Context: an optimization exercise on an open-source flow, tuned for a short achievable clock period and few clock cycles per item. The choices shown serve that exercise and are no tape-out recipe.
Only the layout flow was run in this run; the RTL was not checked for function there.
No activity file was given, so power comes from the tool's default toggle rates.

==> design.v <==
module ksih_keydec (
    input  wire [7:0] addr,
    output reg  [4:0] data
);
    always @(*) begin
        case (addr)
            8'hE7: data = 5'h00;
            8'h77: data = 5'h01;
            8'h7B: data = 5'h02;
            8'h7D: data = 5'h03;
            8'hB7: data = 5'h04;
            8'hBB: data = 5'h05;
            8'hBD: data = 5'h06;
            8'hD7: data = 5'h07;
            8'hDB: data = 5'h08;
            8'hDD: data = 5'h09;
            8'h7E: data = 5'h0A;
            8'hBE: data = 5'h0B;
            8'hDE: data = 5'h0C;
            8'hEE: data = 5'h0D;
            8'hED: data = 5'h0E;
            8'hEB: data = 5'h0F;
            default: data = 5'h10;
        endcase
    end
endmodule
module ksih (
    input  wire        clk,
    input  wire        rst,           
    output wire [3:0]  col_o,         
    input  wire [3:0]  row_i,         
    output wire [4:0]  out_o,         
    output wire        out_we_o,      
    input  wire        edge_i,        
    output wire        irq_o,         
    input  wire        invoke_i,      
    output wire        ret_o,         
    output wire        busy_o,        
    input  wire        hcmd_valid_i,  
    input  wire [10:0] hcmd_i,        
    output wire [7:0]  hrdata_o       
);
    localparam [3:0] PAT0 = 4'b1110, PAT1 = 4'b1101, PAT2 = 4'b1011,
                     PAT3 = 4'b0111;
    localparam [4:0] NOKEY_OUT = 5'h10;
    function [15:0] codes(input [3:0] c);
        case (c)
            PAT0:    codes = 16'hABCD;
            PAT1:    codes = 16'h369E;
            PAT2:    codes = 16'h258F;
            PAT3:    codes = 16'h1470;
            default: codes = 16'h0000;
        endcase
    endfunction
    reg [3:0] col_q;
    reg [4:0] out_q;
    reg       ier_q;
    reg       isr_q;
    reg       irq_q;       
    reg       busy_q;
    reg       early_q;
    reg [3:0] pre_row_q;
    reg [3:0] pre_col_q;
    reg [7:0] hrdata_q;
    reg       out_we_q;
    reg       ret_q;
    reg       busy_oq;
    reg [3:0] col_oq;
    reg [4:0] out_oq;
    wire [4:0] pre_res;
    ksih_keydec u_keydec (
        .addr ({pre_row_q, pre_col_q}),
        .data (pre_res)
    );
    wire        pre_ok   = !pre_res[4] || (pre_col_q == PAT3);
    wire        is_pat0  = (col_q == PAT0);
    wire        last     = (col_q == PAT3);
    wire [3:0]  rot      = {col_q[2:0], col_q[3]};
    wire [3:0]  miss_col = last ? col_q : rot;
    wire        end_pre  = pre_ok && (rot == pre_col_q);
    wire        miss_end = last || end_pre;
    wire [4:0]  miss_res = end_pre ? pre_res : NOKEY_OUT;
    wire [15:0] cur_cr   = codes(col_q);
    wire [3:0]  col_d, col_od, pre_row_d, pre_col_d;
    wire [4:0]  out_d, out_od;
    wire [7:0]  hrdata_d;
    wire ier_d, isr_d, irq_d, busy_d, busy_od, early_d, out_we_d, ret_d;
    ksih_next u_next (
        .rst (rst), .row_i (row_i), .edge_i (edge_i), .invoke_i (invoke_i),
        .hcmd_valid_i (hcmd_valid_i), .hcmd_i (hcmd_i),
        .col_q (col_q), .out_q (out_q), .ier_q (ier_q), .isr_q (isr_q),
        .busy_q (busy_q), .early_q (early_q), .pre_row_q (pre_row_q),
        .pre_col_q (pre_col_q), .hrdata_q (hrdata_q), .is_pat0 (is_pat0),
        .cur_cr (cur_cr), .miss_col (miss_col), .miss_end (miss_end),
        .miss_res (miss_res),
        .col_d (col_d), .out_d (out_d), .ier_d (ier_d), .isr_d (isr_d),
        .irq_d (irq_d), .busy_d (busy_d), .early_d (early_d),
        .pre_row_d (pre_row_d), .pre_col_d (pre_col_d),
        .hrdata_d (hrdata_d), .out_we_d (out_we_d), .ret_d (ret_d),
        .busy_od (busy_od), .col_od (col_od), .out_od (out_od)
    );
    always @(posedge clk) begin
        col_q     <= col_d;
        out_q     <= out_d;
        ier_q     <= ier_d;
        isr_q     <= isr_d;
        irq_q     <= irq_d;
        busy_q    <= busy_d;
        early_q   <= early_d;
        pre_row_q <= pre_row_d;
        pre_col_q <= pre_col_d;
        hrdata_q  <= hrdata_d;
        out_we_q  <= out_we_d;
        ret_q     <= ret_d;
        busy_oq   <= busy_od;
        col_oq    <= col_od;
        out_oq    <= out_od;
    end
    assign col_o    = col_oq;
    assign out_o    = out_oq;
    assign out_we_o = out_we_q;
    assign irq_o    = irq_q;
    assign ret_o    = ret_q;
    assign busy_o   = busy_oq;
    assign hrdata_o = hrdata_q;
endmodule
module ksih_next (
    input  wire        rst,
    input  wire [3:0]  row_i,
    input  wire        edge_i,
    input  wire        invoke_i,
    input  wire        hcmd_valid_i,
    input  wire [10:0] hcmd_i,
    input  wire [3:0]  col_q,
    input  wire [4:0]  out_q,
    input  wire        ier_q,
    input  wire        isr_q,
    input  wire        busy_q,
    input  wire        early_q,
    input  wire [3:0]  pre_row_q,
    input  wire [3:0]  pre_col_q,
    input  wire [7:0]  hrdata_q,
    input  wire        is_pat0,
    input  wire [15:0] cur_cr,
    input  wire [3:0]  miss_col,
    input  wire        miss_end,
    input  wire [4:0]  miss_res,
    output reg  [3:0]  col_d,
    output reg  [4:0]  out_d,
    output reg         ier_d,
    output reg         isr_d,
    output wire        irq_d,
    output reg         busy_d,
    output wire        early_d,
    output wire [3:0]  pre_row_d,
    output wire [3:0]  pre_col_d,
    output reg  [7:0]  hrdata_d,
    output reg         out_we_d,
    output reg         ret_d,
    output wire        busy_od,
    output wire [3:0]  col_od,
    output wire [4:0]  out_od
);
    localparam [2:0] OP_WRCOL = 3'd0, OP_RDCMB = 3'd1, OP_WROUT = 3'd2,
                     OP_ISTAT = 3'd3, OP_IDIS  = 3'd4, OP_ICLR  = 3'd5,
                     OP_IEN   = 3'd6;
    localparam [3:0] PAT0 = 4'b1110, PAT1 = 4'b1101;
    wire [3:0] m;                        
    assign m[0] = (row_i == 4'b1110);
    assign m[1] = (row_i == 4'b1101);
    assign m[2] = (row_i == 4'b1011);
    assign m[3] = (row_i == 4'b0111);
    wire       hit  = |m;
    wire [3:0] code = ({4{m[0]}} & cur_cr[3:0])  | ({4{m[1]}} & cur_cr[7:4]) |
                      ({4{m[2]}} & cur_cr[11:8]) | ({4{m[3]}} & cur_cr[15:12]);
    wire [2:0] op   = hcmd_i[10:8];
    wire [7:0] arg  = hcmd_i[7:0];
    wire       full = isr_q | edge_i;
    assign pre_row_d = busy_q ? pre_row_q : row_i;
    assign pre_col_d = busy_q ? pre_col_q : col_q;
    assign early_d   = busy_q ? early_q : !full;
    assign irq_d     = ier_d & isr_d;
    assign busy_od   = busy_d;
    assign col_od    = col_d;
    assign out_od    = out_d;
    always @(*) begin
        ier_d    = ier_q;
        isr_d    = isr_q | edge_i;
        col_d    = col_q;
        hrdata_d = hrdata_q;
        out_d    = out_q;
        out_we_d = 1'b0;
        ret_d    = 1'b0;
        busy_d   = 1'b0;
        if (busy_q) begin
            if (early_q) begin
                ret_d = 1'b1;
            end else begin
                busy_d   = !hit && !miss_end;
                ret_d    = hit || miss_end;
                out_we_d = hit || miss_end;
                out_d    = hit ? {1'b0, code} : miss_res;
                if (!hit)
                    col_d = miss_col;
            end
        end else if (invoke_i) begin
            busy_d = 1'b1;
            ier_d  = full;
            isr_d  = 1'b0;
            if (full)
                col_d = (is_pat0 && !hit) ? PAT1 : PAT0;
        end else if (hcmd_valid_i) begin
            case (op)
                OP_WRCOL: col_d = arg[3:0];
                OP_RDCMB: hrdata_d = {row_i, col_q};
                OP_WROUT: begin
                    out_d    = arg[4:0];
                    out_we_d = 1'b1;
                end
                OP_ISTAT: hrdata_d = {7'b0, isr_q};
                OP_IDIS:  if (arg[0]) ier_d = 1'b0;
                OP_ICLR:  if (arg[0]) isr_d = edge_i;
                OP_IEN:   if (arg[0]) ier_d = 1'b1;
                default:  ;
            endcase
        end
        if (rst) begin
            col_d    = 4'b1111;
            ier_d    = 1'b0;
            isr_d    = 1'b0;
            hrdata_d = 8'h00;
            out_we_d = 1'b0;
            ret_d    = 1'b0;
            busy_d   = 1'b0;
        end
    end
endmodule
==> run.sh <==
#!/bin/bash
# synth_recipe.tcl (not shown) runs the flow's synth.tcl, then flattens the netlist and writes it again
# the make line also repeats each setting of config.mk as NAME=value (left out here)
make -C /OpenROAD-flow-scripts/flow DESIGN_CONFIG=/design/flow/config.mk WORK_HOME=/design/flow/orfs CLKGATE_MAP_FILE= SYNTH_SCRIPT=/design/flow/synth_recipe.tcl finish
==> config.mk <==
export PLATFORM = sky130hd
export DESIGN_NAME = ksih
export DESIGN_NICKNAME = ksih
export VERILOG_FILES = /design/flow/design.v
export SDC_FILE = /design/flow/constraint.sdc
export NUM_CORES = 4
export LEC_CHECK = 0
export ABC_AREA = 1
export CAP_MARGIN = 20
export CORE_MARGIN = 2
export CORE_UTILIZATION = 40
export SETUP_SLACK_MARGIN = 3.5
export SLEW_MARGIN = 20
export SYNTH_HIERARCHICAL = 1
export SYNTH_MINIMUM_KEEP_SIZE = 0
==> constraint.sdc <==
create_clock -name core_clock -period 5.0 [get_ports {clk}]
set_input_delay 1.0000 -clock core_clock [delete_from_list [all_inputs] [get_ports {clk}]]
set_output_delay 1.0000 -clock core_clock [all_outputs]
set_load 0.01 [all_outputs]
==> key figures <==
Clocking
  • Max clock buf depth: 2
  • CTS clk-pin slew, worst paths: 0.08 ns
  • Post-CTS Hold Fix Bufs: 0
  • Clock sinks: 42
  • CTS Buf Count: 5
  • H-tree Lvls: 2
  • Clock latency (worst-skew pair): 0.30 ns
  • CTS tree: built
  • Clk root buf: clkbuf_8

Timing
  • Post-Route Setup TNS: 0 ns
  • Max transition margin: 0.510
  • Clk_skew: 0.00648 ns
  • Worst Max-Slew Pin Slew: 0.734 ns
  • RSZ-0062 raised after global routing: yes
  • Max Slew Vio Count: 0
  • Setup Viol. Count Final: 0
  • Final worst path period need: 1.82 ns
  • Final worst-path cycle share: 0.364
  • Final hold violations: 0
  • Peak Freq: 550 MHz
  • Setup ws final: 3.18 ns

Detailed routing
  • Drt wl/cell: 12.8 um
  • DRC violations left: 0
  • Vias: 2718
  • Final antenna-violating net count: 0
  • Starting DRT DRC Count: 204
  • Vias per Instance: 4.93
  • First-pass iteration count of the detailed router: 4
  • Overall routed net length: 7050 um

Logic synthesis
  • Adder-cell area share of the yosys netlist: 0
  • Post-Synth XOR/XNOR Area: 0
  • Yosys warnings: 9
  • Synth Flop Type: dfxtp_1
  • Mapped cell area: 2560 um2
  • Avg Synthesized Cell Area: 6.12 um2
  • Mux contribution to synthesized area: 0
  • Compound-Gate Fraction of Synth Area: 0.0826
  • Sequential-to-total area share from yosys stat: 0.328
  • Simple-gate area share of the yosys netlist: 0.447
  • Syn Inst Count: 418
  • #FFs+latches synth: 42
  • EDFF count, synth: 0
  • Synth unique cells: 24
  • Syn nets: 438
  • Fraction of registers with async set/reset: 0
  • Largest family of logic cells by synthesized area: simple AND/OR/NAND/NOR gates

Floorplan
  • Die area: 7060 um2
  • Starting density of the core: 0.408
  • Total core area: 6280 um2
  • Row cnt: 29
  • Chip Height: 84 um
  • Ports: 41
  • Die width: 84 um

Placement
  • Setup WS pre-CTS: 2.07 ns
  • Gpl congestion: 0.841
  • IO Port Bufs: 37
  • DPL Wire Length: 4710 um

Setup path
  • Critical path peak fanout: 10
  • Critical path capture point type: register
  • CP cell instances: buf_12 > nand2_8 > inv_8 > nand2_4 > nand2_4 > nor2_4 > buf_12 > buf_12 > nand3_4 > nand3_2 > nand2_2
  • CP Data Arrival Time: 2.01 ns
  • Largest stage delay, worst path: 0.17 ns
  • WP data required: 5.19 ns
  • Setup CP Type: input pin to register
  • Setup crit start kind: input pin
  • Critical path's most frequent cell: buf_12
  • Critical path's slowest cell: nor2_4

Global route
  • Initial antenna violation count: 0
  • Largest net degree at the start of global routing: 35
  • First-pass GRT wire length: 11500 um
  • Grt ovf: 0
  • Vias in the first global route: 2441
  • All-Layer GR Usage: 0.196

Min path
  • HP Class: register to register

Layout
  • Most frequent cells in the layout: nand2_1 (92), nand2_2 (46), inv_1 (42)
  • Layout cells sized above 1: 0.487
  • Layout net count: 493
  • ANT cells: 0
  • Layout area overhead: 53.1%
  • Commonest non-fill, non-tap cell in the layout: nand2_1

Power and ir drop
  • Cell Pwr Density: 275 nW/um2
  • VDD IR max: 0.000203 V
  • Static Leak: 1.92 nW

Run status
  • Status: complete, no violations

Run
  • Max Cap Violations: 0
==> what timing repair did <==
item                                    in CTS  in global routing
gates resized for setup                    226                 99
gates cloned                                 1                  0
setup buffers                               18                 11
pin swaps                                   23                 38
endpoints found under the setup margin      59                 53
==> logic make-up after synthesis <==
family          Yosys count
compound gates           42
buf+inv                  82
flops                    42
other cells               1
simple gates            251
==> cell usage after synthesis (7+ instances only) <==
library cell,number,share of area
a21oi_1,22,0.043
buf_4,11,0.032
dfxtp_1,42,0.33
inv_1,50,0.073
inv_2,12,0.018
nand2_1,138,0.20
nand2_2,9,0.022
nand3_1,38,0.074
nand4_1,7,0.017
nor2_1,30,0.044
nor2_2,17,0.042
o21ai_0,17,0.033
==> path summary, 6_finish.rpt <==
check               startpoint          end  slack, ns  depth (start not counted)
setup / recovery      row_i[2]     col_q[2]       3.18                         11
hold / removal     hrdata_q[4]  hrdata_q[4]       0.47                          2
setup reg to reg  pre_col_q[2]    out_oq[0]       3.30                         15
hold reg to reg    hrdata_q[4]  hrdata_q[4]       0.47                          2
==> per-module statistics from Yosys, one instance, submodules excluded <==
module | area [um2] | flip-flops and latches | times used
ksih | 1080 | 42 | 1
ksih_keydec | 294 | 0 | 1
ksih_next | 1190 | 0 | 1
==> registers in the layout (all words and copies together) (netlist names) <==
| name | cells |
|---|---|
| busy_oq | 1 |
| busy_q | 1 |
| col_oq | 4 |
| col_q | 4 |
| early_q | 1 |
| hrdata_q | 8 |
| ier_q | 1 |
| irq_q | 1 |
| isr_q | 1 |
| out_oq | 5 |
| out_q | 5 |
| out_we_q | 1 |
| pre_col_q | 4 |
| pre_row_q | 4 |
| ret_q | 1 |
==> report_power, final <==
part	switching [mW]	internal (mW)
Clock	0.130	0.152
Combinational	0.215	0.153
Sequential	0.0399	0.388
==> metal layers <==
| metal | up-vias | global-route usage | share of wire |
|---|---|---|---|
| met3 | 9 | 0.0356 | 0.038 |
| met1 | 1253 | 0.265 | 0.46 |
| met5 | - | 0 | 0 |
| met2 | 53 | 0.328 | 0.49 |
| met4 | 0 | 0.0396 | 0.014 |
| li1 | 1403 | - | - |
==> final cells by class <==
class                   count  area, um2
well taps                  77       96.3
clock inverters             3       48.8
multi-input cells         294       1850
clock buffers               5       68.8
flip-flops and latches     42        890
repair buffers             68        696
inverters                  62        274
fillers                   566       2360
==> metrics by stage <==
step	utilization	hold slack, ns	instance area (um2)	std cells	total power, mW
after floorplan	-	0.442	2730	418	0.627
after global placement	0.488	0.458	3060	513	0.701
after detailed placement	0.488	0.461	3060	513	0.704
after CTS	0.561	0.477	3520	540	1.02
after global routing	0.624	0.496	3920	551	1.14
final	0.624	0.474	3920	551	1.08
==> critical path: cells and delay by family <==
family,cells,cell delay [ns]
and+or+nand+nor,7,0.58
buffers and inverters,4,0.43

## re-timing with driven ports
The results above use ideal ports. As a check the final layout listed here was re-extracted and re-timed, cells and wires unchanged. Step 1 assumes that a clkbuf_16 drives the clock port and a buf_2 every other input. Step 2, shift: input delay + t, output delay - t, t = (earliest + latest rising clock arrival at the registers) / 2. This alone moves slack from input paths to output paths. a / b / c = no drivers / after step 1 / after step 2; a / b = the first two.
t (ns): 0.324
setup WS [ns]: 3.181 / 3.162 / 2.838
worst hold slack (ns): 0.474 / 0.474 / 0.474
worst slew at a driven data input, ns: 0.06
After both steps setup and hold are still met in this run. The setup slack of this run moves by -0.019 ns with the drivers and by -0.343 ns with both steps.
